Source: an optimization exercise on an open RTL-to-GDS flow (aim: small area and a short achievable clock period). Production flows keep margins and buffers that such runs may drop. Only the layout flow was run in this run; the RTL was not checked for function there. Power figures rest on the tool's default switching activity, not on a simulated workload.

### flow/design.v
module scp_crc8_byte (
    input  wire [7:0] acc,
    input  wire [7:0] data,
    output reg  [7:0] next
);
    integer i;
    always @(*) begin
        next = acc ^ data;
        for (i = 0; i < 8; i = i + 1)
            next = next[0] ? ((next >> 1) ^ 8'h8C) : (next >> 1);
    end
endmodule
module scp_crc16_byte (
    input  wire [15:0] acc,
    input  wire [7:0]  data,
    output reg  [15:0] next
);
    integer i;
    always @(*) begin
        next = acc ^ {8'h00, data};
        for (i = 0; i < 8; i = i + 1)
            next = next[0] ? ((next >> 1) ^ 16'h8408) : (next >> 1);
    end
endmodule
module scp_rx #(
    parameter BUF_BYTES = 64
) (
    input  wire                   clk,
    input  wire                   rst,
    input  wire [7:0]             cfg_sof,
    input  wire                   cfg_dup_suppress,
    input  wire [15:0]            cfg_max_dlen,
    input  wire [7:0]             cfg_prev_seq_reset,
    input  wire [63:0]            cfg_sub_ids,
    input  wire [3:0]             cfg_sub_en,
    input  wire                   in_valid,
    input  wire [7:0]             in_byte,
    input  wire                   abort,
    output reg                    ev_valid,
    output reg  [2:0]             ev_code,
    output reg  [15:0]            ev_cmd,
    output reg  [15:0]            ev_dlen,
    output wire [8*BUF_BYTES-1:0] ev_payload
);
    localparam [2:0] S_SOF = 3'd0, S_DLEN = 3'd1, S_SEQ = 3'd2, S_CRC8 = 3'd3,
                     S_CMD = 3'd4, S_DATA = 3'd5, S_CRC16 = 3'd6;
    localparam [2:0] EV_NONE = 3'd0, EV_BAD_SOF = 3'd1, EV_DLEN_OVERFLOW = 3'd2,
                     EV_CRC8_MISMATCH = 3'd3, EV_CRC16_MISMATCH = 3'd4,
                     EV_DUPLICATE = 3'd5, EV_UNKNOWN_CMD = 3'd6, EV_DISPATCH = 3'd7;
    reg [2:0]  rx_state;
    reg [15:0] rx_offset;
    reg [15:0] rx_dlen;
    reg [7:0]  rx_seq;
    reg [7:0]  rx_prev_seq;
    reg        rx_abandon;
    reg [15:0] rx_cmd;
    reg [15:0] rx_crc16_value;
    reg [7:0]  rx_c8_acc;       
    reg [15:0] rx_c16_acc;      
    reg [7:0]  rx_buf [0:BUF_BYTES-1];
    wire [7:0]  c8_fed;
    wire [15:0] c16_fed;
    wire [7:0]  c8_seeded;
    wire [15:0] c16_seeded;
    scp_crc8_byte  u_c8       (.acc(rx_c8_acc),  .data(in_byte), .next(c8_fed));
    scp_crc16_byte u_c16      (.acc(rx_c16_acc), .data(in_byte), .next(c16_fed));
    scp_crc8_byte  u_c8_seed  (.acc(8'hFF),      .data(in_byte), .next(c8_seeded));
    scp_crc16_byte u_c16_seed (.acc(16'hFFFF),   .data(in_byte), .next(c16_seeded));
    wire [15:0] dlen_full  = {in_byte, rx_dlen[7:0]};
    wire [15:0] crc16_full = {in_byte, rx_crc16_value[7:0]};
    wire        dlen_too_big = (dlen_full > cfg_max_dlen) || (dlen_full > BUF_BYTES);
    reg subscribed;
    integer k;
    always @(*) begin
        subscribed = 1'b0;
        for (k = 0; k < 4; k = k + 1)
            if (cfg_sub_en[k] && cfg_sub_ids[16*k +: 16] == rx_cmd)
                subscribed = 1'b1;
    end
    genvar g;
    generate
        for (g = 0; g < BUF_BYTES; g = g + 1) begin : g_payload
            assign ev_payload[8*g +: 8] = rx_buf[g];
        end
    endgenerate
    always @(posedge clk) begin
        if (!rst && !abort && in_valid && rx_state == S_DATA)
            rx_buf[rx_offset[5:0]] <= in_byte;
    end
    always @(posedge clk) begin
        if (rst) begin
            rx_state       <= S_SOF;
            rx_offset      <= 16'd0;
            rx_dlen        <= 16'd0;
            rx_seq         <= 8'h00;
            rx_prev_seq    <= cfg_prev_seq_reset;
            rx_abandon     <= 1'b0;
            rx_cmd         <= 16'd0;
            rx_crc16_value <= 16'd0;
            rx_c8_acc      <= 8'hFF;
            rx_c16_acc     <= 16'hFFFF;
            ev_valid       <= 1'b0;
            ev_code        <= EV_NONE;
            ev_cmd         <= 16'd0;
            ev_dlen        <= 16'd0;
        end else begin
            ev_valid <= 1'b0;
            if (abort) begin
                rx_state       <= S_SOF;
                rx_offset      <= 16'd0;
                rx_dlen        <= 16'd0;
                rx_cmd         <= 16'd0;
                rx_crc16_value <= 16'd0;
                rx_abandon     <= 1'b0;
            end else if (in_valid) begin
                ev_valid <= 1'b1;
                ev_code  <= EV_NONE;
                case (rx_state)
                    S_SOF: begin
                        if (in_byte == cfg_sof) begin
                            rx_offset      <= 16'd0;
                            rx_dlen        <= 16'd0;
                            rx_cmd         <= 16'd0;
                            rx_crc16_value <= 16'd0;
                            rx_abandon     <= 1'b0;
                            rx_c8_acc      <= c8_seeded;
                            rx_c16_acc     <= c16_seeded;
                            rx_state       <= S_DLEN;
                        end else begin
                            ev_code <= EV_BAD_SOF;
                        end
                    end
                    S_DLEN: begin
                        rx_c8_acc  <= c8_fed;
                        rx_c16_acc <= c16_fed;
                        if (rx_offset == 16'd0) begin
                            rx_dlen   <= {8'h00, in_byte};
                            rx_offset <= 16'd1;
                        end else begin
                            rx_offset <= 16'd0;
                            if (dlen_too_big) begin
                                rx_dlen        <= 16'd0;
                                rx_cmd         <= 16'd0;
                                rx_crc16_value <= 16'd0;
                                rx_abandon     <= 1'b0;
                                rx_state       <= S_SOF;
                                ev_code        <= EV_DLEN_OVERFLOW;
                            end else begin
                                rx_dlen  <= dlen_full;
                                rx_state <= S_SEQ;
                            end
                        end
                    end
                    S_SEQ: begin
                        rx_c8_acc  <= c8_fed;
                        rx_c16_acc <= c16_fed;
                        rx_seq     <= in_byte;
                        if (cfg_dup_suppress) begin
                            if (in_byte == rx_prev_seq)
                                rx_abandon <= 1'b1;
                            else
                                rx_prev_seq <= in_byte;
                        end
                        rx_state <= S_CRC8;
                    end
                    S_CRC8: begin
                        if (in_byte == rx_c8_acc) begin
                            rx_c16_acc <= c16_fed;
                            rx_state   <= S_CMD;
                        end else begin
                            rx_offset      <= 16'd0;
                            rx_dlen        <= 16'd0;
                            rx_cmd         <= 16'd0;
                            rx_crc16_value <= 16'd0;
                            rx_abandon     <= 1'b0;
                            rx_state       <= S_SOF;
                            ev_code        <= EV_CRC8_MISMATCH;
                        end
                    end
                    S_CMD: begin
                        rx_c8_acc  <= c8_fed;
                        rx_c16_acc <= c16_fed;
                        if (rx_offset == 16'd0) begin
                            rx_cmd    <= {8'h00, in_byte};
                            rx_offset <= 16'd1;
                        end else begin
                            rx_cmd    <= {in_byte, rx_cmd[7:0]};
                            rx_offset <= 16'd0;
                            rx_state  <= (rx_dlen == 16'd0) ? S_CRC16 : S_DATA;
                        end
                    end
                    S_DATA: begin
                        rx_c8_acc  <= c8_fed;
                        rx_c16_acc <= c16_fed;
                        if (rx_offset + 16'd1 == rx_dlen) begin
                            rx_offset <= 16'd0;
                            rx_state  <= S_CRC16;
                        end else begin
                            rx_offset <= rx_offset + 16'd1;
                        end
                    end
                    S_CRC16: begin
                        if (rx_offset == 16'd0) begin
                            rx_crc16_value <= {8'h00, in_byte};
                            rx_offset      <= 16'd1;
                        end else begin
                            if (rx_c16_acc != crc16_full)
                                ev_code <= EV_CRC16_MISMATCH;
                            else if (rx_abandon)
                                ev_code <= EV_DUPLICATE;
                            else if (!subscribed)
                                ev_code <= EV_UNKNOWN_CMD;
                            else
                                ev_code <= EV_DISPATCH;
                            ev_cmd         <= rx_cmd;
                            ev_dlen        <= rx_dlen;
                            rx_offset      <= 16'd0;
                            rx_dlen        <= 16'd0;
                            rx_cmd         <= 16'd0;
                            rx_crc16_value <= 16'd0;
                            rx_abandon     <= 1'b0;
                            rx_state       <= S_SOF;
                        end
                    end
                    default: begin
                        rx_state <= S_SOF;
                    end
                endcase
            end
        end
    end
endmodule
### flow/run.sh
#!/bin/bash
# synth_recipe.tcl (not shown) runs the flow's synth.tcl, then flattens the netlist and writes it again
# the make line also repeats each setting of config.mk as NAME=value (left out here)
make -C /OpenROAD-flow-scripts/flow DESIGN_CONFIG=/design/flow/config.mk WORK_HOME=/design/flow/orfs CLKGATE_MAP_FILE= SYNTH_SCRIPT=/design/flow/synth_recipe.tcl finish
### flow/config.mk
export PLATFORM = sky130hd
export DESIGN_NAME = scp_rx
export DESIGN_NICKNAME = scp_rx
export VERILOG_FILES = /design/flow/design.v
export SDC_FILE = /design/flow/constraint.sdc
export NUM_CORES = 4
export LEC_CHECK = 0
export CAP_MARGIN = 20
export CORE_MARGIN = 2
export CORE_UTILIZATION = 40
export SLEW_MARGIN = 20
### flow/constraint.sdc
create_clock -name core_clock -period 5.0 [get_ports {clk}]
set_input_delay 1.0000 -clock core_clock [delete_from_list [all_inputs] [get_ports {clk}]]
set_output_delay 1.0000 -clock core_clock [all_outputs]
set_load 0.01 [all_outputs]
==> run_results.csv <==
group,metric,value,unit
outcome,outcome,"no timing/DRC/antenna violations",
power,cellPowerDensity,329.0,nW/um^2
drt,via_count,16390,
logic_synthesis,async_flop_share,0,%
sta,finalSetupTns,0,ns
drt,drt_wl_total,84410,microns
setup_path,r2r_end,"rx_buf[12][0]$_DFFE_PP_",
setup_path,critical_path.top_delay_family,"simple AND/OR/NAND/NOR gates",
logic_synthesis,ys_ff_latch,640,
finish,drive_above_1_share,6.760,%
drt,drc,0,
setup_path,path_cells,"nor2b_1, nand2_1, nor3_2, nand3_1, nor2_1",
min_path,hold_path_class,"reg -> reg",
finish,syn_to_final_growth,39.48,%
setup_path,cp_data_arrival_time,3.79,ns
sta,drv_slew,0,
power,switchingPower,2.357,mW
drt,wl_per_cell,26.80,microns
sta,report.final.setup_viol,0,
cts,cts.root.buffer_cell,"clkbuf_16",
floorplanning,chipHeight,249.8,microns
cts,clock_sinks,640,
global_route,antenna_found_initial,5,
setup_path,r2r_slack,1.44,ns
power,switching_share,21.25,%
placed_design,port_buffers,660,
logic_synthesis,synth_edf_count,520,
setup_path,crit_slowest_cell,"nor2_1",
setup_path,critPathLaunchType,"flop",
power,power_frac_comb,3.7,%
setup_path,r2r_cells,5,
cts,cts_tree,"built",
global_route,overflow,0,
cts,cts_buffers,67,
drt,dr.pass1.iters,5,
sta,finalHoldViolCount,0,
sta,fin_crit,3.563,ns
min_path,hold_path_end,"ev_cmd[6]$_SDFFE_PP0P_",
finish,fillCellCount,4904,
floorplanning,start_util,40.27,%
drt,drtIter0Drc,1174,
logic_synthesis,syn-cell-area,24170,sq um
setup_path,endpoint_kind,"flop",
logic_synthesis,synth_warnings,3,
sta,skew,0.02276,ns
placed_design,dp.final_hpwl,60110,microns
placed_design,place_area,31550,sq um
setup_path,r2r_start,"rx_state[0]$_SDFFE_PP0P_",
logic_synthesis,ys.flop_type,"edfxtp_1",
setup_path,critPathKind,"reg -> reg",
cts,cts-htree-levels,3,
power,seqPwrFrac,52.0,%
global_route,grt_pass1_vias,16080,
global_route,grt_pass1_wl,119400,microns
power,leakagePower,11.33,nW
floorplanning,io_pins,661,
finish,finish.instance_area,33710,sq um
logic_synthesis,seq_area_frac_synth,74.54,%
finish,mostFrequentLayoutCell,"clkdlybuf4s50_1",
floorplanning,placementRows,90,
logic_synthesis,synth.avg_cell_area,14.64,sq um
power,p_int,8.736,mW
sta,max_freq,280.7,MHz
cts,cts_post_setup_buffers_inserted,0,
logic_synthesis,syn-num-nets,1782,
power,p_clk_share,44.3,%
logic_synthesis,yosys.cell_types.count,70,
cts,cts_buffer_depth,3,
global_route,grt_max_degree,56,
finish,final_cell_mix,"clkdlybuf4s50_1, edfxtp_1, nand2_1, nor2_1, dfxtp_1",
floorplanning,core,60020,sq um
sta,rsz0062_at_grt,"false",
setup_path,critPathBufInv,0,
cts,clk_latency,0.61,ns
setup_path,path_max_fanout,16,
job,maxCapViolCount,0,
min_path,hold_start,"ev_cmd[6]$_SDFFE_PP0P_",
global_route,grt_usage,26.59,%
placed_design,gp_congestion,0.9005,
finish,fin_nets,2448,
min_path,hold_path_depth,2,
cts,hold_buffers,0,
logic_synthesis,synthCells,1651,
sta,timing.max_slew.rel_slack,40.33,%
floorplanning,die_x,249.8,microns
cts,clkTransAtPathRegs,0.06,ns
power,ir_worst_vdd,0.2018,mV
setup_path,cp.required,5.23,ns
drt,final_antenna_net_count,0,
sta,worst_pin_slew,0.8951,ns
drt,via_per_inst,5.204,
setup_path,slowest_delay,0.84,ns
floorplanning,die_area,62410,sq um
sta,fin_crit_sh,71.25,%
cts,ctsResizeCount,0,
-- state kept, by name, indices dropped and copies added, names as in the netlist --
signal,cells
rx_crc16_value,8
rx_buf,512
ev_valid,1
rx_offset,16
rx_c16_acc,16
rx_abandon,1
ev_cmd,16
rx_prev_seq,8
rx_dlen,16
ev_dlen,16
rx_c8_acc,8
rx_state,3
rx_cmd,16
ev_code,3
-- power groups by stage --
stage	clock network, mW	logic, mW	registers, mW
after floorplan	0	0.165	5.88
after global placement	0	0.414	5.88
after detailed placement	0	0.418	5.88
after CTS	4.99	0.420	5.77
after global routing	5.23	0.445	5.76
final	4.92	0.411	5.77
-- through the flow --
| stage | std cells | power [mW] | utilization, % | hold slack [ns] | setup slack (ns) |
|---|---|---|---|---|---|
| final | 3150 | 11.09 | 56.17 | 0.4535 | 1.437 |
| after global routing | 3150 | 11.44 | 56.17 | 0.4789 | 1.202 |
| after CTS | 3149 | 11.18 | 56.17 | 0.4547 | 1.509 |
| after detailed placement | 3030 | 6.298 | 52.56 | 0.4489 | 0.9901 |
| after global placement | 3030 | 6.294 | 52.56 | 0.4459 | 1.089 |
| after floorplan | 1651 | 6.042 | - | 0.4495 | 2.162 |
-- cell usage after synthesis, drive strengths merged (2+ instances only) --
master	n	share of area (%)
and2	3	0.078
and3	5	0.13
a211oi	5	0.16
nand3	32	0.68
a31oi	2	0.052
a31o	9	0.33
o211ai	5	0.16
nor3b	2	0.062
o311ai	4	0.14
nor2b	15	0.39
o21ai	36	0.76
a2bb2oi	2	0.072
dfxtp	120	9.9
nor3	17	0.35
a21oi	58	1.2
and4	3	0.11
nor4b	2	0.072
clkbuf	59	0.92
edfxtp	520	65
nor2	125	1.9
nand2b	7	0.18
nor4	32	0.92
inv	30	0.47
mux2	3	0.14
a22o	9	0.33
a211o	23	0.83
nand3b	2	0.062
a2111oi	2	0.072
xor2	78	2.8
nand4b	2	0.072
or2	4	0.10
o31a	2	0.072
mux2i	18	0.75
nand2	171	2.7
o21a	9	0.28
xnor2	111	4.0
buf	31	0.71
nand4	24	0.75
o22a	2	0.072
o22ai	12	0.31
or3	9	0.25
o311a	5	0.21
ha	18	0.93
a21o	8	0.25
-- layout make-up --
| type | count | area, sq um | share of cell area, % |
|---|---|---|---|
| Sequential cell | 640 | 18020 | 53.44 |
| Timing Repair Buffer | 687 | 6777 | 20.10 |
| Multi-Input combinational cell | 891 | 5660 | 16.79 |
| Clock buffer | 78 | 1760 | 5.222 |
| Tap cell | 782 | 978.4 | 2.902 |
| Clock inverter | 41 | 405.4 | 1.202 |
| Inverter | 30 | 112.6 | 0.3340 |
| Antenna cell | 1 | 2.502 | 0.007423 |
-- worst min-delay path, delay by kind of cell (launching register included) --
family / cells / cell delay, ns
simple gates: 1 / 0.05
flops: 1 / 0.31
compound gates: 1 / 0.05
-- worst max path at each step --
stage / startpoint / endpoint / slack [ns] / cells after the start
after floorplan: in_byte[7] / rx_dlen[0]$_SDFFE_PP0P_ / 2.16 / 9
after CTS: rx_state[0]$_SDFFE_PP0P_ / rx_buf[57][6]$_DFFE_PP_ / 1.51 / 5
after detailed placement: in_valid / rx_buf[20][1]$_DFFE_PP_ / 0.99 / 7
final: rx_state[0]$_SDFFE_PP0P_ / rx_buf[12][0]$_DFFE_PP_ / 1.44 / 5
after global routing: rx_state[0]$_SDFFE_PP0P_ / rx_buf[57][7]$_DFFE_PP_ / 1.20 / 5
after global placement: abort / rx_buf[12][2]$_DFFE_PP_ / 1.09 / 5
-- metal layers --
metal  wire length [microns]  vias up  global-route usage (%)
li1                        -     7355                       -
met2                   42630      758                   46.27
met4                    2200        8                   8.330
met5                      56        -                       0
met1                   32760     8157                   32.27
met3                    6772      114                   6.946
-- cells by family after synthesis --
| family | Yosys count | synth area share [%] |
|---|---|---|
| compound gates | 205 | 5.756 |
| buf+inv | 120 | 2.091 |
| flops | 640 | 74.54 |
| simple gates | 458 | 8.945 |
| mux | 21 | 0.8852 |
| fa+ha+maj | 18 | 0.9318 |
| xor+xnor | 189 | 6.849 |

==> separate check: timing with driven ports <==
How much do the figures lean on ideal ports? The routed layout below was timed once more, with nothing changed but the port constraints.
Step 1 (the two cells are an assumption about what drives the block):
set clk [get_ports {clk}]
set_driving_cell -lib_cell sky130_fd_sc_hd__clkbuf_16 $clk
set_driving_cell -lib_cell sky130_fd_sc_hd__buf_2 [delete_from_list [all_inputs] $clk]
Step 2 times the ports against the registers' clock, not the clock port: input delays grow and output delays shrink by t, the midpoint of the rising clock arrivals with the driver on.
a / b / c = no drivers / after step 1 / after step 2; a / b = the first two.
shift t [ns]: 0.659
slack for setup (ns): 1.437 / 1.437 / 0.962
hold slack, ns: 0.453 / 0.453 / 0.453
worst setup path at the end: input to register
worst slew at a driven data input, ns: 0.14
After both steps setup and hold are still met in this run. The setup slack of this run moves by 0.000 ns with the drivers and by -0.475 ns with both steps.
